What follows belongs to an exercise in optimizing a design on an open flow for small area, a short achievable clock period and few clock cycles per item; a production flow would make more cautious choices. Function was checked by simulation only, so behaviour that the tests miss may differ from the original. Power figures rest on the tool's default switching activity, not on a simulated workload.

==> flow/design.v (outline; a module is shown in full before it is edited, if it fits) <==
// module biquad_cascade: 4719 lines
module biquad_cascade (
    input  wire               clk,
    input  wire               rst,         
    input  wire               coef_we,
    input  wire signed [15:0] coef_b0,
    input  wire signed [15:0] coef_b1,
    input  wire signed [15:0] coef_b2,
    input  wire signed [15:0] coef_a1,
    input  wire signed [15:0] coef_a2,
    input  wire        [2:0]  coef_nst,    
    input  wire               in_valid,
    output wire               in_ready,
    input  wire signed [15:0] in_data,
    output reg                out_valid,
    output reg  signed [15:0] out_data
);
  // ...
==> flow/run.sh <==
#!/bin/bash
# synth_recipe.tcl (not shown) runs the flow's synth.tcl, then flattens the netlist and writes it again
# the make line also repeats each setting of config.mk as NAME=value (left out here)
make -C /OpenROAD-flow-scripts/flow DESIGN_CONFIG=/design/flow/config.mk WORK_HOME=/design/flow/orfs CLKGATE_MAP_FILE= SYNTH_SCRIPT=/design/flow/synth_recipe.tcl finish
==> flow/config.mk <==
export PLATFORM = sky130hd
export DESIGN_NAME = biquad_cascade
export DESIGN_NICKNAME = biquad_cascade
export VERILOG_FILES = /design/flow/design.v
export SDC_FILE = /design/flow/constraint.sdc
export NUM_CORES = 4
export LEC_CHECK = 0
export CAP_MARGIN = 20
export CORE_MARGIN = 2
export CORE_UTILIZATION = 40
export SLEW_MARGIN = 20
==> flow/constraint.sdc <==
create_clock -name core_clock -period 16.0 [get_ports {clk}]
set_input_delay 3.2000 -clock core_clock [delete_from_list [all_inputs] [get_ports {clk}]]
set_output_delay 3.2000 -clock core_clock [all_outputs]
set_load 0.01 [all_outputs]
==> impl_results.md, run 1 <==
- Number of vias per cell after detailed routing: roughly 6.4
- Most common cell in the netlist: nand2_1
- Most instantiated flip-flop cell in the synthesis netlist: dfxtp_1
- Cell-internal power: a little under 7000 uW
- Mux share of post-synthesis cell area: about 2.3%
- Relative slew margins: about an eighth
- Biggest area consumer among cell classes: multi-input combinational cells
- Slew @ Worst Pin: approximately 1.3 ns
- Insertion delay of the later-clocked pin in the worst-skew pair: 0.76 ns
- Number of maximum-capacitance constraint violations: 0
- TritonCTS clock tree: yes
- Run status: finished clean
- Cell variety after synth: between 60 and 70
- Wire length on met2: 121,100 um
- Final non-filler cell total: approximately 9,400
- Number of clock buffers inserted by TritonCTS: between 50 and 60
- Overall power consumption: approximately 14,000 uW
- Share of the final layout cell area in sequential cells: between 10% and 20%
- Worst Hold Class: reg -> reg
- Total count of max-transition violations in the final report: 0
- Met2 Use GR: a little over half
- Maximum number of buffers from clock root to sink: 3
- Met1 track demand over resource: 50.25%
- Detailed Route Iter0 Violations: 10,243
- Total routing usage reported by global routing: a little under two fifths
- Total negative setup slack: 0 ns
- Max reg flops: a little under 70
- Number of endpoints failing setup at the final stage: 0
- Number of antenna repair diodes: 2
- Die Y: 386.7 um
- Endpoint class of the critical path: register
- Placer congestion estimate: between 1 and 1.5
- Top cells by count, synth: 1,324 x nand2_1, 825 x clkbuf_1, 775 x a21oi_1
- Critical path data arrival time: 8.53 ns
- Placed instance area: around 60,000 um^2
- Clock skew after layout: approximately 0.094 ns
- Register ranked first by flip-flop count: csr
- Non-clock buffering overhead in the final layout: 3.950%
- Clock tree sinks: 408
- Maximum operating frequency: between 100 and 150 MHz
- Number of global-route vias before repair: ~53,000
- Count of clock-net buffers in the final layout: slightly above 70
Testbench counts, summed over its fixed seeds: cycles 18,236, samples 6,144.
==> inputs of run 2 (changes only) <==
--- a/flow/design.v
+++ b/flow/design.v
@@ -22,16 +22,17 @@
     reg [15:0] h30, h31, h32;
     reg [15:0] h40, h41;
     reg [3:0]  pend;       
     reg [1:0]  slot;
     reg [3:0]  isel;       
     reg [3:0]  bsel;       
     reg        blast;      
     reg        rdy;
+    reg        clr;        
     assign in_ready = rdy;
     wire [15:0] opx0 = ({16{isel[0]}} & h00) | ({16{isel[1]}} & h10) |
                        ({16{isel[2]}} & h20) | ({16{isel[3]}} & h30);
     wire [15:0] opx1 = ({16{isel[0]}} & h01) | ({16{isel[1]}} & h11) |
                        ({16{isel[2]}} & h21) | ({16{isel[3]}} & h31);
     wire [15:0] opx2 = ({16{isel[0]}} & h02) | ({16{isel[1]}} & h12) |
                        ({16{isel[2]}} & h22) | ({16{isel[3]}} & h32);
     wire [15:0] opy1 = ({16{isel[0]}} & h10) | ({16{isel[1]}} & h20) |
@@ -4559,84 +4560,84 @@
     assign s2103 = s2033 ^ s2035 ^ c2030;
     assign c2104 = (s2033 & s2035) | (s2033 & c2030) | (s2035 & c2030);
     assign s2105 = s2037 ^ c2034 ^ s2039;
     assign c2106 = (s2037 & c2034) | (s2037 & s2039) | (c2034 & s2039);
     assign s2107 = s2041 ^ s2043 ^ c2038;
     assign c2108 = (s2041 & s2043) | (s2041 & c2038) | (s2043 & c2038);
     assign s2109 = c1916 ^ c1918 ^ c2042;
     assign c2110 = (c1916 & c1918) | (c1916 & c2042) | (c1918 & c2042);
-    assign s2111 = s1739 ^ s1521;
-    assign c2112 = s1739 & s1521;
-    assign s2113 = s1923 ^ c2046 ^ s2047;
-    assign c2114 = (s1923 & c2046) | (s1923 & s2047) | (c2046 & s2047);
-    assign s2115 = c1924 ^ s2049 ^ c2048;
-    assign c2116 = (c1924 & s2049) | (c1924 & c2048) | (s2049 & c2048);
-    assign s2117 = s2051 ^ s1931 ^ c2050;
-    assign c2118 = (s2051 & s1931) | (s2051 & c2050) | (s1931 & c2050);
-    assign s2119 = c1932 ^ c2052 ^ s2053;
-    assign c2120 = (c1932 & c2052) | (c1932 & s2053) | (c2052 & s2053);
-    assign s2121 = s2055 ^ s1939 ^ c2054;
-    assign c2122 = (s2055 & s1939) | (s2055 & c2054) | (s1939 & c2054);
-    assign s2123 = c1940 ^ c2056 ^ s2057;
-    assign c2124 = (c1940 & c2056) | (c1940 & s2057) | (c2056 & s2057);
-    assign s2125 = s2059 ^ s1947 ^ c2058;
-    assign c2126 = (s2059 & s1947) | (s2059 & c2058) | (s1947 & c2058);
-    assign s2127 = c1948 ^ c2060 ^ s2061;
-    assign c2128 = (c1948 & c2060) | (c1948 & s2061) | (c2060 & s2061);
-    assign s2129 = c1952 ^ s2063 ^ c2062;
-    assign c2130 = (c1952 & s2063) | (c1952 & c2062) | (s2063 & c2062);
-    assign s2131 = c1956 ^ s2065 ^ c2064;
-    assign c2132 = (c1956 & s2065) | (c1956 & c2064) | (s2065 & c2064);
-    assign s2133 = c1960 ^ s2067 ^ c2066;
-    assign c2134 = (c1960 & s2067) | (c1960 & c2066) | (s2067 & c2066);
-    assign s2135 = s2069 ^ s1967 ^ c2068;
-    assign c2136 = (s2069 & s1967) | (s2069 & c2068) | (s1967 & c2068);
-    assign s2137 = c1968 ^ c2070 ^ s2071;
-    assign c2138 = (c1968 & c2070) | (c1968 & s2071) | (c2070 & s2071);
-    assign s2139 = c1972 ^ s2073 ^ c2072;
-    assign c2140 = (c1972 & s2073) | (c1972 & c2072) | (s2073 & c2072);
-    assign s2141 = c1976 ^ s2075 ^ c2074;
-    assign c2142 = (c1976 & s2075) | (c1976 & c2074) | (s2075 & c2074);
-    assign s2143 = c1980 ^ s2077 ^ c2076;
-    assign c2144 = (c1980 & s2077) | (c1980 & c2076) | (s2077 & c2076);
-    assign s2145 = c1984 ^ s2079 ^ c2078;
-    assign c2146 = (c1984 & s2079) | (c1984 & c2078) | (s2079 & c2078);
-    assign s2147 = c1988 ^ s2081 ^ c2080;
-    assign c2148 = (c1988 & s2081) | (c1988 & c2080) | (s2081 & c2080);
-    assign s2149 = c1992 ^ s2083 ^ c2082;
-    assign c2150 = (c1992 & s2083) | (c1992 & c2082) | (s2083 & c2082);
-    assign s2151 = c1996 ^ s2085 ^ c2084;
-    assign c2152 = (c1996 & s2085) | (c1996 & c2084) | (s2085 & c2084);
-    assign s2153 = c2000 ^ s2087 ^ c2086;
-    assign c2154 = (c2000 & s2087) | (c2000 & c2086) | (s2087 & c2086);
-    assign s2155 = c2004 ^ s2089 ^ c2088;
-    assign c2156 = (c2004 & s2089) | (c2004 & c2088) | (s2089 & c2088);
-    assign s2157 = c2008 ^ s2091 ^ c2090;
-    assign c2158 = (c2008 & s2091) | (c2008 & c2090) | (s2091 & c2090);
-    assign s2159 = c2012 ^ s2093 ^ c2092;
-    assign c2160 = (c2012 & s2093) | (c2012 & c2092) | (s2093 & c2092);
-    assign s2161 = c2016 ^ s2095 ^ c2094;
-    assign c2162 = (c2016 & s2095) | (c2016 & c2094) | (s2095 & c2094);
-    assign s2163 = s2097 ^ c2020 ^ c2096;
-    assign c2164 = (s2097 & c2020) | (s2097 & c2096) | (c2020 & c2096);
-    assign s2165 = c2024 ^ s2099 ^ c2098;
-    assign c2166 = (c2024 & s2099) | (c2024 & c2098) | (s2099 & c2098);
-    assign s2167 = c2028 ^ s2101 ^ c2100;
-    assign c2168 = (c2028 & s2101) | (c2028 & c2100) | (s2101 & c2100);
-    assign s2169 = s2103 ^ c2032 ^ c2102;
-    assign c2170 = (s2103 & c2032) | (s2103 & c2102) | (c2032 & c2102);
-    assign s2171 = c2036 ^ s2105 ^ c2104;
-    assign c2172 = (c2036 & s2105) | (c2036 & c2104) | (s2105 & c2104);
-    assign s2173 = s2107 ^ c2040 ^ c2106;
-    assign c2174 = (s2107 & c2040) | (s2107 & c2106) | (c2040 & c2106);
-    assign s2175 = s2109 ^ c2044 ^ c2108;
-    assign c2176 = (s2109 & c2044) | (s2109 & c2108) | (c2044 & c2108);
-    reg [68-1:0] csr;
-    wire [33:0] acc = {csr[66], csr[64], csr[62], csr[60], csr[58], csr[56], csr[54], csr[52], csr[50], csr[48], csr[46], csr[44], csr[42], csr[40], csr[38], csr[36], csr[34], csr[32], csr[30], csr[28], csr[26], csr[24], csr[22], csr[20], csr[18], csr[16], csr[14], csr[12], csr[10], csr[8], csr[6], csr[4], csr[2], csr[0]} + {csr[67], csr[65], csr[63], csr[61], csr[59], csr[57], csr[55], csr[53], csr[51], csr[49], csr[47], csr[45], csr[43], csr[41], csr[39], csr[37], csr[35], csr[33], csr[31], csr[29], csr[27], csr[25], csr[23], csr[21], csr[19], csr[17], csr[15], csr[13], csr[11], csr[9], csr[7], csr[5], csr[3], csr[1]};
+    reg [100-1:0] csr;
+    assign s2111 = csr[0] ^ csr[1];
+    assign c2112 = csr[0] & csr[1];
+    assign s2113 = csr[3] ^ csr[4] ^ csr[5];
+    assign c2114 = (csr[3] & csr[4]) | (csr[3] & csr[5]) | (csr[4] & csr[5]);
+    assign s2115 = csr[6] ^ csr[7] ^ csr[8];
+    assign c2116 = (csr[6] & csr[7]) | (csr[6] & csr[8]) | (csr[7] & csr[8]);
+    assign s2117 = csr[9] ^ csr[10] ^ csr[11];
+    assign c2118 = (csr[9] & csr[10]) | (csr[9] & csr[11]) | (csr[10] & csr[11]);
+    assign s2119 = csr[12] ^ csr[13] ^ csr[14];
+    assign c2120 = (csr[12] & csr[13]) | (csr[12] & csr[14]) | (csr[13] & csr[14]);
+    assign s2121 = csr[15] ^ csr[16] ^ csr[17];
+    assign c2122 = (csr[15] & csr[16]) | (csr[15] & csr[17]) | (csr[16] & csr[17]);
+    assign s2123 = csr[18] ^ csr[19] ^ csr[20];
+    assign c2124 = (csr[18] & csr[19]) | (csr[18] & csr[20]) | (csr[19] & csr[20]);
+    assign s2125 = csr[21] ^ csr[22] ^ csr[23];
+    assign c2126 = (csr[21] & csr[22]) | (csr[21] & csr[23]) | (csr[22] & csr[23]);
+    assign s2127 = csr[24] ^ csr[25] ^ csr[26];
+    assign c2128 = (csr[24] & csr[25]) | (csr[24] & csr[26]) | (csr[25] & csr[26]);
+    assign s2129 = csr[27] ^ csr[28] ^ csr[29];
+    assign c2130 = (csr[27] & csr[28]) | (csr[27] & csr[29]) | (csr[28] & csr[29]);
+    assign s2131 = csr[30] ^ csr[31] ^ csr[32];
+    assign c2132 = (csr[30] & csr[31]) | (csr[30] & csr[32]) | (csr[31] & csr[32]);
+    assign s2133 = csr[33] ^ csr[34] ^ csr[35];
+    assign c2134 = (csr[33] & csr[34]) | (csr[33] & csr[35]) | (csr[34] & csr[35]);
+    assign s2135 = csr[36] ^ csr[37] ^ csr[38];
+    assign c2136 = (csr[36] & csr[37]) | (csr[36] & csr[38]) | (csr[37] & csr[38]);
+    assign s2137 = csr[39] ^ csr[40] ^ csr[41];
+    assign c2138 = (csr[39] & csr[40]) | (csr[39] & csr[41]) | (csr[40] & csr[41]);
+    assign s2139 = csr[42] ^ csr[43] ^ csr[44];
+    assign c2140 = (csr[42] & csr[43]) | (csr[42] & csr[44]) | (csr[43] & csr[44]);
+    assign s2141 = csr[45] ^ csr[46] ^ csr[47];
+    assign c2142 = (csr[45] & csr[46]) | (csr[45] & csr[47]) | (csr[46] & csr[47]);
+    assign s2143 = csr[48] ^ csr[49] ^ csr[50];
+    assign c2144 = (csr[48] & csr[49]) | (csr[48] & csr[50]) | (csr[49] & csr[50]);
+    assign s2145 = csr[51] ^ csr[52] ^ csr[53];
+    assign c2146 = (csr[51] & csr[52]) | (csr[51] & csr[53]) | (csr[52] & csr[53]);
+    assign s2147 = csr[54] ^ csr[55] ^ csr[56];
+    assign c2148 = (csr[54] & csr[55]) | (csr[54] & csr[56]) | (csr[55] & csr[56]);
+    assign s2149 = csr[57] ^ csr[58] ^ csr[59];
+    assign c2150 = (csr[57] & csr[58]) | (csr[57] & csr[59]) | (csr[58] & csr[59]);
+    assign s2151 = csr[60] ^ csr[61] ^ csr[62];
+    assign c2152 = (csr[60] & csr[61]) | (csr[60] & csr[62]) | (csr[61] & csr[62]);
+    assign s2153 = csr[63] ^ csr[64] ^ csr[65];
+    assign c2154 = (csr[63] & csr[64]) | (csr[63] & csr[65]) | (csr[64] & csr[65]);
+    assign s2155 = csr[66] ^ csr[67] ^ csr[68];
+    assign c2156 = (csr[66] & csr[67]) | (csr[66] & csr[68]) | (csr[67] & csr[68]);
+    assign s2157 = csr[69] ^ csr[70] ^ csr[71];
+    assign c2158 = (csr[69] & csr[70]) | (csr[69] & csr[71]) | (csr[70] & csr[71]);
+    assign s2159 = csr[72] ^ csr[73] ^ csr[74];
+    assign c2160 = (csr[72] & csr[73]) | (csr[72] & csr[74]) | (csr[73] & csr[74]);
+    assign s2161 = csr[75] ^ csr[76] ^ csr[77];
+    assign c2162 = (csr[75] & csr[76]) | (csr[75] & csr[77]) | (csr[76] & csr[77]);
+    assign s2163 = csr[78] ^ csr[79] ^ csr[80];
+    assign c2164 = (csr[78] & csr[79]) | (csr[78] & csr[80]) | (csr[79] & csr[80]);
+    assign s2165 = csr[81] ^ csr[82] ^ csr[83];
+    assign c2166 = (csr[81] & csr[82]) | (csr[81] & csr[83]) | (csr[82] & csr[83]);
+    assign s2167 = csr[84] ^ csr[85] ^ csr[86];
+    assign c2168 = (csr[84] & csr[85]) | (csr[84] & csr[86]) | (csr[85] & csr[86]);
+    assign s2169 = csr[87] ^ csr[88] ^ csr[89];
+    assign c2170 = (csr[87] & csr[88]) | (csr[87] & csr[89]) | (csr[88] & csr[89]);
+    assign s2171 = csr[90] ^ csr[91] ^ csr[92];
+    assign c2172 = (csr[90] & csr[91]) | (csr[90] & csr[92]) | (csr[91] & csr[92]);
+    assign s2173 = csr[93] ^ csr[94] ^ csr[95];
+    assign c2174 = (csr[93] & csr[94]) | (csr[93] & csr[95]) | (csr[94] & csr[95]);
+    assign s2175 = csr[96] ^ csr[97] ^ csr[98];
+    assign c2176 = (csr[96] & csr[97]) | (csr[96] & csr[98]) | (csr[97] & csr[98]);
+    wire [33:0] acc = {csr[99], s2175, s2173, s2171, s2169, s2167, s2165, s2163, s2161, s2159, s2157, s2155, s2153, s2151, s2149, s2147, s2145, s2143, s2141, s2139, s2137, s2135, s2133, s2131, s2129, s2127, s2125, s2123, s2121, s2119, s2117, s2115, s2113, s2111} + {c2176, c2174, c2172, c2170, c2168, c2166, c2164, c2162, c2160, c2158, c2156, c2154, c2152, c2150, c2148, c2146, c2144, c2142, c2140, c2138, c2136, c2134, c2132, c2130, c2128, c2126, c2124, c2122, c2120, c2118, c2116, c2114, c2112, csr[2]};
     wire        ovf = ~((&acc[33:29]) | ~(|acc[33:29]));
     wire [15:0] y   = ovf ? {acc[33], {15{~acc[33]}}} : acc[29:14];
     wire       acc_in = in_valid & rdy;
     wire       nst0   = (nst == 3'd0);
     wire [3:0] setp   = {bsel[2:0] & {3{~blast}}, acc_in & ~nst0};
     wire [3:0] pend_n = (pend & ~isel) | setp;
     wire       slot_end = (nst == 3'd3) ? (slot == 2'd2) :
                           (nst == 3'd4) ? (slot == 2'd3) : slot[0];
@@ -4657,55 +4658,62 @@
             nst       <= 3'd0;
             pend      <= 4'd0;
             slot      <= 2'd0;
             isel      <= 4'd0;
             bsel      <= 4'd0;
             blast     <= 1'b0;
             rdy       <= 1'b1;
             out_valid <= 1'b0;
+            clr       <= 1'b0;
         end else if (coef_we) begin
             nst       <= (coef_nst > 3'd4) ? 3'd4 : coef_nst;
             pend      <= 4'd0;
             slot      <= 2'd0;
             isel      <= 4'd0;
             bsel      <= 4'd0;
             blast     <= 1'b0;
             rdy       <= 1'b1;
             out_valid <= 1'b0;
+            clr       <= 1'b1;
         end else begin
+            clr       <= 1'b0;
             pend      <= pend_n;
             slot      <= slot_n;
             isel      <= isel_n;
             bsel      <= isel;
             blast     <= |(isel & lastsec);
             rdy       <= ~pend_n[0] | isel_n[0];
             out_valid <= (acc_in & nst0) | (|bsel & blast);
         end
     end
     always @(posedge clk) begin
-        csr      <= {c2176, c2110, c2174, s2175, c2172, s2173, c2170, s2171, c2168, s2169, c2166, s2167, c2164, s2165, c2162, s2163, c2160, s2161, c2158, s2159, c2156, s2157, c2154, s2155, c2152, s2153, c2150, s2151, c2148, s2149, c2146, s2147, c2144, s2145, c2142, s2143, c2140, s2141, c2138, s2139, c2136, s2137, c2134, s2135, c2132, s2133, c2130, s2131, c2128, s2129, c2126, s2127, c2124, s2125, c2122, s2123, c2120, s2121, c2118, s2119, c2116, s2117, c2114, s2115, c2112, s2113, s2045, s2111};
+        csr      <= {c2110, c2108, c2044, s2109, c2106, c2040, s2107, c2104, c2036, s2105, c2102, c2032, s2103, c2100, c2028, s2101, c2098, c2024, s2099, c2096, c2020, s2097, c2094, c2016, s2095, c2092, c2012, s2093, c2090, c2008, s2091, c2088, c2004, s2089, c2086, c2000, s2087, c2084, c1996, s2085, c2082, c1992, s2083, c2080, c1988, s2081, c2078, c1984, s2079, c2076, c1980, s2077, c2074, c1976, s2075, c2072, c1972, s2073, c2070, c1968, s2071, c2068, s1967, s2069, c2066, c1960, s2067, c2064, c1956, s2065, c2062, c1952, s2063, c2060, c1948, s2061, c2058, s1947, s2059, c2056, c1940, s2057, c2054, s1939, s2055, c2052, c1932, s2053, c2050, s1931, s2051, c2048, c1924, s2049, c2046, s1923, s2047, s1521, s1739, s2045};
         out_data <= nst0 ? in_data : y;
     end
     always @(posedge clk) begin
         if (!rst && coef_we) begin
             b0 <= coef_b0; b1 <= coef_b1; b2 <= coef_b2;
             a1 <= coef_a1; a2 <= coef_a2;
         end
     end
     always @(posedge clk) begin
-        if (!rst && coef_we) begin
-            h00 <= 16'd0; h01 <= 16'd0; h02 <= 16'd0;
+        if (rdy)
+            h00 <= in_data;
+    end
+    always @(posedge clk) begin
+        if (clr) begin
+            h01 <= 16'd0; h02 <= 16'd0;
             h10 <= 16'd0; h11 <= 16'd0; h12 <= 16'd0;
             h20 <= 16'd0; h21 <= 16'd0; h22 <= 16'd0;
             h30 <= 16'd0; h31 <= 16'd0; h32 <= 16'd0;
             h40 <= 16'd0; h41 <= 16'd0;
         end else begin
-            if (acc_in) begin
-                h00 <= in_data; h01 <= h00; h02 <= h01;
+            if (isel[0]) begin
+                h01 <= h00; h02 <= h01;
             end
             if (bsel[0]) begin
                 h10 <= y; h11 <= h10; h12 <= h11;
             end
             if (bsel[1]) begin
                 h20 <= y; h21 <= h20; h22 <= h21;
             end
             if (bsel[2]) begin
==> flow/flow/run.sh (new file) <==
#!/bin/bash
set -euo pipefail
MARGIN=$(cat flow/margin.txt)
bash standard.sh SETUP_SLACK_MARGIN=$MARGIN finish > flow_standard.log 2>&1
==> flow/flow/margin.txt (new file) <==
10.5
==> flow/standard.sh (new file) <==
#!/bin/bash
# synth_recipe.tcl (not shown) runs the flow's synth.tcl, then flattens the netlist and writes it again
# the make line also repeats each setting of config.mk as NAME=value (left out here)
make -C /OpenROAD-flow-scripts/flow DESIGN_CONFIG=/design/flow/config.mk WORK_HOME=/design/flow/orfs CLKGATE_MAP_FILE= SYNTH_SCRIPT=/design/flow/synth_recipe.tcl "${@:-finish}"
removed: flow/run.sh
==> impl_results.md, run 2 <==
- Worst reg2reg endpoint: csr[48]
- GRT Residual Overflow: 0
- Lkg Pwr: ~0.028 uW
- Worst hold path stage count: 2
- Mux share of post-synthesis cell area: 2.196% (-0.077 points)
- Number of endpoints failing setup at the final stage: 0 (unchanged)
- Cell variety after synth: 71 (+2.9%)
- Global-route wire length before repair: 428,900 um
- Relative slew margins: 14.53% (+1.9 points)
- Endpoint class of the critical path: register
- Number of maximum-capacitance constraint violations: 0 (unchanged)
- Most common cell in the netlist: nand2_1
- Number of hold-slack violations in the final timing report: 0
- Category of the critical setup timing path: reg -> reg
- Detail Placement HPWL: around 220,000 um
- Synthesized netlist net count: ~9,100
- Fraction of the mapped netlist area in compound gates: approximately 25%
- Number of clock buffers inserted by TritonCTS: 56 (+5.7%)
- Antenna violation net count after detailed routing: 0
- Insertion delay of the later-clocked pin in the worst-skew pair: 0.77 ns (about the same)
- Average cell area after synthesis: 7.389 um^2
- Initial Util: between 40% and 50%
- Cell-internal power: 6228 uW (-7.6%)
- Sw Pwr: 7490 uW
- Maximum fanout encountered on the critical timing path: 20
- Placer congestion estimate: 1.031 (-2.6%)
- Reg-to-reg critical path startpoint: isel[2]
- Worst Hold Class: reg -> reg
- TritonCTS clock tree: yes
- Run status: finished clean
- I/O pin count: 121
- Top cells by count, synth: 1,361 x nand2_1, 831 x clkbuf_1, 718 x o21ai_0
- Final standard cell utilization of the core: a little under half
- Minimum setup slack among reg-to-reg paths: around 10 ns
- Net count, final: 8,901
- Largest family of logic cells by synthesized area: adder cells
- Max reg flops: 100 (+47%)
- Wire per inst: about 30 um
- Synthesized instance count: a little over 8,000
- Number of enable flip-flop cells after synthesis: 96
- CP Launch Type: register
- Share of Yosys cell area claimed by the top area cell type: between 20% and 30%
- Cell area after synthesis: approximately 60,000 um^2
- Top cells by area in the synthesized netlist: fa_1 22%, dfxtp_1 11%, nand2_1 8.4%
- Most instantiated flip-flop cell in the synthesis netlist: dfxtp_1
- Number of buffers added on ports: between 100 and 150
- Number of vias per cell after detailed routing: 6.399 (-0.40%)
- Relative contribution of the clock network to total power: 10.3%
- Number of global-route vias before repair: 56,963 (+7.9%)
- Fraction of the mapped netlist area in adder cells: between 20 and 30%
- Critical path data arrival time: 6.58 ns (-1.95 ns)
- Most frequent standard cell in the layout excluding fill and tap cells: nand2_1
- Placeable Area: between 150,000 and 200,000 um^2
- Std-Cell Rows: approximately 140
- R2R cell count: 19
- Setup repair after global routing missed its margin: true
- Clock tree sinks: 441 (+8.1%)
- Maximum number of buffers from clock root to sink: 3 (unchanged)
- Die Y: 394.3 um (+2.0%)
- Number of DRC violations after detailed routing: 0
- Number of storage elements in the synthesis netlist: about 440
- Simple-Gate Fraction of Synth Area: about 16%
- Total number of yosys warnings: 1
- Detailed Route Iter0 Violations: 10,916 (+6.6%)
- Clk pin slew, worst setup/hold paths: ~0.06 ns
- Root Buffer Master: clkbuf_16
- Switching share of power: between 50 and 60%
- Part of the Yosys area used for sequential elements: between 10% and 20%
- Max VDD drop: 0.3621 mV
- CP Data Required Time: roughly 17 ns
- Worst Min Path Start: h02[13]
- Number of antenna violations at the first check in global routing: 16
- Total count of max-transition violations in the final report: 0 (unchanged)
- Period minus WS final: 5.958 ns
- Area grow syn2layout: 17.86%
- Hold Path End: h02[13]
- Total routing usage reported by global routing: 38.06% (+1.3 points)
- Power density over the cells: between 150 and 200 nW/um^2
- Commonest non-fill, non-tap cells in the layout: 1,285 x nand2_1, 695 x o21ai_0, 668 x a21oi_1, 665 x nor2_1, 589 x inv_1
- Largest net degree at the start of global routing: 94
- Via count: around 65,000
- Share of power burned in registers: a little under an eighth
- CTS Hold Buffers Added: 0
- First-pass DRT Iterations: 7
- Post-route clock period utilization: 37.24%
- Share of the synthesized netlist area taken by xor and xnor gates: around 1.5%
- Part of the power in combinational logic: 78.0%
- Clock skew after layout: 0.1076 ns (+0.01351 ns)
- Post-synth top area cell: fa_1
- Total negative setup slack: 0 ns (unchanged)
- Detailed-route wire length: roughly 310,000 um
- Share of final-layout standard cells stronger than drive strength 1: between 10% and 20%
- Async set-reset flop share out of synthesis: 0%
- Die width: 394.3 um
- H-Tree Level Count: 2
- Slew @ Worst Pin: 1.282 ns (-0.01864 ns)
- Maximum operating frequency: 167.8 MHz (+33%)
- Register ranked first by flip-flop count: csr
- Full die area: roughly 160,000 um^2
run 2: cell types whose count changed in the layout (fill, tap and decap cells not counted), moves of 53 or more:
cell / delta
and2_1: -76
a21oi_1: -107
nor2_1: +53
fa_1: -106
a211oi_1: +61
maj3_1: +89
buf_6: +69
fa_2: +106
buf_4: +223
a22oi_2: +110
a22oi_1: -223
o21ai_0: -69
run 2: logic make-up after synthesis:
family | Yosys count
flip-flops | 441
AND/OR/NAND/NOR | 2395
XOR/XNOR | 106
multiplexers | 133
buffers and inverters | 1576
AO/OA/AOI/OAI | 2485
adder cells (fa/ha/maj) | 1109
run 2: timing repair:
| item | in CTS | in global routing |
|---|---|---|
| gates cloned | 39 | 19 |
| setup buffers | 210 | 144 |
| gates resized for setup | 598 | 380 |
| pin swaps | 140 | 221 |
| setup endpoints to repair | 74 | 53 |
run 2: cell type report:
class                      count  area (um^2)
fill                       14858        79750
clock buffer                  73         1630
multi-input combinational   6263        48400
timing repair buffer         657         6544
clock inverter                33        401.6
tap                         2030         2540
inverter                     641         2434
sequential                   441         9826
timing repair inverter         2        12.51
antenna                        7        17.52
run 2: worst max-delay path, stage by stage, from the launching register on:
cell	delay, ns
dfxtp_4	0.41
buf_16	0.19
nand2_1	0.34
and3_4	0.44
buf_6	0.15
nor2_1	0.05
nand2_1	0.09
o21ai_0	0.08
nand2_1	0.12
o221ai_2	0.14
fa_2	0.56
fa_1	0.52
inv_1	0.05
fa_1	0.52
inv_2	0.05
fa_1	0.55
fa_1	0.44
fa_1	0.54
inv_2	0.04
fa_2	0.51
run 2: per-stage QoR:
stage	hold slack, ns	power, uW	setup WS, ns	cells	instance area [um^2]
2_1_floorplan	0.4383	8085	10.49	8245	61520
3_5_place_dp	0.4563	11790	8.887	9621	62570
3_3_place_gp	0.4540	11610	8.832	9620	62560
5_1_grt	0.4856	14940	9.938	10140	71780
4_1_cts	0.4656	13320	10.11	9976	68920
6_report	0.4691	13720	10.04	10147	71800
run 2: per-layer routing:
layer,vias up,GRT usage [%],wire length [um]
met1,31062,48.75,113200
met4,14,28.59,32140
met3,1125,11.09,42370
met2,4790,53.97,124400
li1,27936,-,-
met5,-,0,91
run 2: worst max-delay path by stage:
stage | from | end | slack (ns) | depth (start not counted)
2_1_floorplan | isel[3] | csr[39] | 10.49 | 21
3_3_place_gp | isel[1] | csr[63] | 8.83 | 18
3_5_place_dp | isel[1] | csr[48] | 8.89 | 17
4_1_cts | isel[0] | csr[39] | 10.11 | 21
5_1_grt | isel[1] | csr[48] | 9.94 | 20
6_report | isel[2] | csr[48] | 10.04 | 19
run 2: power groups by stage:
stage / Combinational (uW) / Clock, uW / Sequential [uW]
2_1_floorplan: 6470 / 0 / 1620
3_3_place_gp: 9980 / 0 / 1630
6_report: 10700 / 1410 / 1610
4_1_cts: 10300 / 1430 / 1610
5_1_grt: 11800 / 1470 / 1620
3_5_place_dp: 10200 / 0 / 1630
Testbench counts of run 2, summed over its fixed seeds: cycles 18,236, samples 6,144.
==> inputs of run 3 (changes only) <==
==> flow/run.sh (new file) <==
#!/bin/bash
# synth_recipe.tcl (not shown) runs the flow's synth.tcl, then flattens the netlist and writes it again
# the make line also repeats each setting of config.mk as NAME=value (left out here)
make -C /OpenROAD-flow-scripts/flow DESIGN_CONFIG=/design/flow/config.mk WORK_HOME=/design/flow/orfs CLKGATE_MAP_FILE= SYNTH_SCRIPT=/design/flow/synth_recipe.tcl finish
--- a/flow/config.mk
+++ b/flow/config.mk
@@ -5,6 +5,7 @@
 export SDC_FILE = /design/flow/constraint.sdc
 export NUM_CORES = 4
 export LEC_CHECK = 0
+export ABC_AREA = 1
 export CAP_MARGIN = 20
 export CORE_MARGIN = 2
 export CORE_UTILIZATION = 40
removed: flow/flow/run.sh
removed: flow/flow/margin.txt
removed: flow/standard.sh
==> impl_results.md, run 3 <==
- Area of the multi-input gates: 31,500 um^2 (-35%)
- Antenna violation net count after detailed routing: 0 (unchanged)
- Number of hold-slack violations in the final timing report: 0 (unchanged)
- Worst Hold Class: reg -> reg
- CP Launch Type: register
- Most common cell in the netlist: inv_1
- Clk pin slew, worst setup/hold paths: 0.06 ns (about the same)
- Fraction of the mapped netlist area in adder cells: 30.34% (+1.0 points)
- Via count: 39,850 (-39%)
- Part of the Yosys area used for sequential elements: 21.01% (+4.9 points)
- Lkg Pwr: 0.02292 uW (-18%)
- Slew @ Worst Pin: 1.171 ns (-0.1108 ns)
- Detail Placement HPWL: 150,400 um (-31%)
- Number of enable flip-flop cells after synthesis: 96 (unchanged)
- Endpoint class of the critical path: register
- Share of Yosys cell area claimed by the top area cell type: 28.19% (+6.6 points)
- Count of instances resized after the clock tree is built: 0 (-100%)
- Number of buffers added on ports: 120 (unchanged)
- Max VDD drop: 0.2404 mV (-34%)
- Number of endpoints failing setup at the final stage: 0 (unchanged)
- Largest net degree at the start of global routing: 116 (+23%)
- Clock tree sinks: 441 (unchanged)
- Run status: finished clean
- First-pass DRT Iterations: 7 (unchanged)
- Met2 Use GR: 49.44% (-4.5 points)
- Placer congestion estimate: 1.025 (-0.58%)
- Wire per inst: 28.08 um (-8.7%)
- Total number of yosys warnings: 1 (unchanged)
- Async set-reset flop share out of synthesis: 0% (unchanged)
- Setup repair after global routing missed its margin: false
- Top cells by area in the synthesized netlist: fa_1 28%, dfxtp_1 15%, xor2_1 12%
- Count of buffers added by post-CTS timing repair for setup: 0 (-100%)
- Insertion delay of the later-clocked pin in the worst-skew pair: 0.70 ns (-0.07 ns)
- Cell area after synthesis: 46,580 um^2 (-24%)
- Root Buffer Master: clkbuf_16
- Top cells by count, synth: 1,002 x inv_1, 656 x fa_1, 649 x xor2_1
- Mux share of post-synthesis cell area: 0.04566% (-2.1 points)
- Full die area: 119,200 um^2 (-23%)
- Maximum fanout encountered on the critical timing path: 22 (+10%)
- Synthesized instance count: 5,362 (-35%)
- Global-route layer with the greatest usage: met2
- Number of antenna repair diodes: 0 (-7)
- Share of final-layout standard cells stronger than drive strength 1: 5.408% (-11 points)
- Share of the synthesized netlist area taken by xor and xnor gates: 12.67% (+11 points)
- Overall power consumption: 10,730 uW (-22%)
- Number of antenna violations at the first check in global routing: 1 (-15)
- Total count of max-transition violations in the final report: 0 (unchanged)
- Number of storage elements in the synthesis netlist: 441 (unchanged)
- H-Tree Level Count: 2 (unchanged)
- Area grow syn2layout: 9.358%
- Total routing usage reported by global routing: 31.95% (-6.1 points)
- Largest family of logic cells by synthesized area: adder cells
- CP Data Required Time: 16.54 ns (-0.08 ns)
- Cell variety after synth: 52 (-27%)
- Total negative setup slack: 0 ns (unchanged)
- Most frequent standard cell in the layout excluding fill and tap cells: inv_1
- Critical path data arrival time: 7.60 ns (+1.02 ns)
- TritonCTS clock tree: yes
- Net count, final: 6,138 (-31%)
- Most instantiated flip-flop cell in the synthesis netlist: dfxtp_1
- Commonest non-fill, non-tap cells in the layout: 1,002 x inv_1, 656 x fa_1, 649 x xor2_1, 629 x o22ai_1, 546 x nand2_1
- Post-route clock period utilization: 44.12% (+6.9 points)
- Power density over the cells: 210.7 nW/um^2 (+10%)
- CTS Hold Buffers Added: 0 (unchanged)
- Die width: 345.3 um (-12%)
- Max reg flops: 100 (unchanged)
- Post-route cell area: 50,940 um^2 (-29%)
- Cell chain of the critical path: clkinv_1 -> buf_4 -> o2111ai_1 -> inv_1 -> o22ai_1 -> xor2_1 -> fa_1 -> inv_1 -> fa_1 -> fa_1 -> inv_1 -> fa_1 -> inv_1 -> fa_1 -> inv_1 -> fa_1 -> inv_1 -> fa_1
- Die Y: 345.3 um (-12%)
- Clock skew after layout: 0.04410 ns (-0.06346 ns)
- Slowest stage delay, CP: 0.62 ns (+0.06 ns)
- Std-Cell Rows: 125 (-13%)
- Number of DRC violations after detailed routing: 0 (unchanged)
- Met3 track demand over resource: 7.320% (-3.8 points)
- Crit path top cell by count: fa_1
- Filler Cells Inserted: 11,490 (-23%)
- Relative slew margins: 21.83% (+7.3 points)
- Global-route wire length before repair: 277,500 um (-35%)
- Number of global-route vias before repair: 40,124 (-30%)
- Register ranked first by flip-flop count: csr
- Met1 track demand over resource: 38.48% (-10 points)
- Slowest stage cell on the critical path: clkinv_1
- Maximum operating frequency: 141.7 MHz (-16%)
- Average cell area after synthesis: 8.688 um^2 (+18%)
- Period minus WS final: 7.060 ns (+1.101 ns)
- Number of maximum-capacitance constraint violations: 0 (unchanged)
- Simple-Gate Fraction of Synth Area: 8.423% (-7.6 points)
- Post-synth top area cell: fa_1
- Detailed-route wire length: 192,900 um (-38%)
- Maximum number of buffers from clock root to sink: 3 (unchanged)
- Synthesized netlist net count: 6,201 (-32%)
- Fraction of the mapped netlist area in compound gates: 15.87% (-9.2 points)
- Reg area: 9811 um^2 (-0.15%)
- Number of vias per cell after detailed routing: 5.802 (-9.3%)
- Placeable Area: 115,900 um^2 (-24%)
- Initial Util: 40.20% (about the same)
- Detailed Route Iter0 Violations: 4,968 (-54%)
- Placed instance area: 49,110 um^2 (-22%)
- GRT Residual Overflow: 0 (unchanged)
- Number of clock buffers inserted by TritonCTS: 54 (-3.6%)
- I/O pin count: 121 (unchanged)
- Category of the critical setup timing path: reg -> reg
## run 3: cell count changes in the layout (fill, tap and decap cells not counted), sizes merged, moves of 363 or more
cell,change
buf,-420
a21oi,-558
xor2,+617
o21ai,-587
maj3,-373
nor2,-363
nand2,-805
inv,+382
## run 3: kinds of logic after synthesis
family                   after synthesis
multiplexers                           2
XOR/XNOR                             674
AND/OR/NAND/NOR                      977
flip-flops                           441
AO/OA/AOI/OAI                       1145
adder cells (fa/ha/maj)              736
buffers and inverters               1387
## run 3: path summary, 6_finish.rpt
kind	from	to	slack, ns	depth (start not counted)
setup / recovery	isel[2]	csr[45]	8.94	18
hold / removal	h12[8]	h12[8]	0.46	2
setup reg to reg	isel[2]	csr[45]	8.94	18
hold reg to reg	h12[8]	h12[8]	0.46	2
## run 3: worst max-delay path: cells and delay by family, from the launching register on
family	cells	cell delay [ns]
compound gates	2	0.72
xor+xnor	1	0.12
fa+ha+maj	7	3.56
buf+inv	8	1.85
flops	1	0.60
## run 3: layout make-up
type	count	share of cell area (%)
clock buffers	82	3.161
repair buffers	224	3.912
flip-flops and latches	441	19.26
clock inverters	19	0.3930
inverters	1044	7.692
well taps	1524	3.743
multi-input cells	3534	61.84
## run 3: where the power goes
group,switching (uW),internal [uW]
Clock,555,715
Combinational,5230,2650
Sequential,132,1450
## run 3: metal layers
| metal | part of all wire [%] | vias up |
|---|---|---|
| met2 | 44 | 2491 |
| li1 | - | 17078 |
| met4 | 9.8 | 2 |
| met3 | 10 | 687 |
| met5 | 0.0067 | - |
| met1 | 36 | 19592 |
## run 3: through the flow
stage                     setup slack (ns)  hold WS, ns  std cells  utilization [%]
after global placement               9.149       0.4470       6765            42.37
after floorplan                      8.774       0.4345       5362                -
after detailed placement             9.129       0.4514       6765            42.37
final                                8.940       0.4608       6868            43.96
after global routing                 8.711       0.4767       6868            43.96
after CTS                            9.083       0.4614       6866            43.94

[separate check: timing with driven ports]
How much do the figures lean on ideal ports? The routed layouts below were timed once more, with nothing changed but the port constraints. Step 1 sets driving cells, clkbuf_16 on the clock port and buf_2 on the other inputs (assumed; they add their load-dependent delay and slew). Step 2, shift: input delay + t, output delay - t, t = (earliest + latest rising clock arrival at the registers) / 2. This alone moves slack from input paths to output paths. a / b / c = ideal ports / drivers / drivers and shift; a / b = the first two.
run | shift t [ns] | setup slack, ns | worst slew at a driven data input, ns
run 1 | 0.802 | 8.065 / 8.065 / 8.065 | 0.07
run 2 | 0.792 | 10.042 / 10.042 / 10.042 | 0.08
run 3 | 0.759 | 8.940 / 8.940 / 8.940 | 0.07
After both steps every run listed still meets setup and hold.
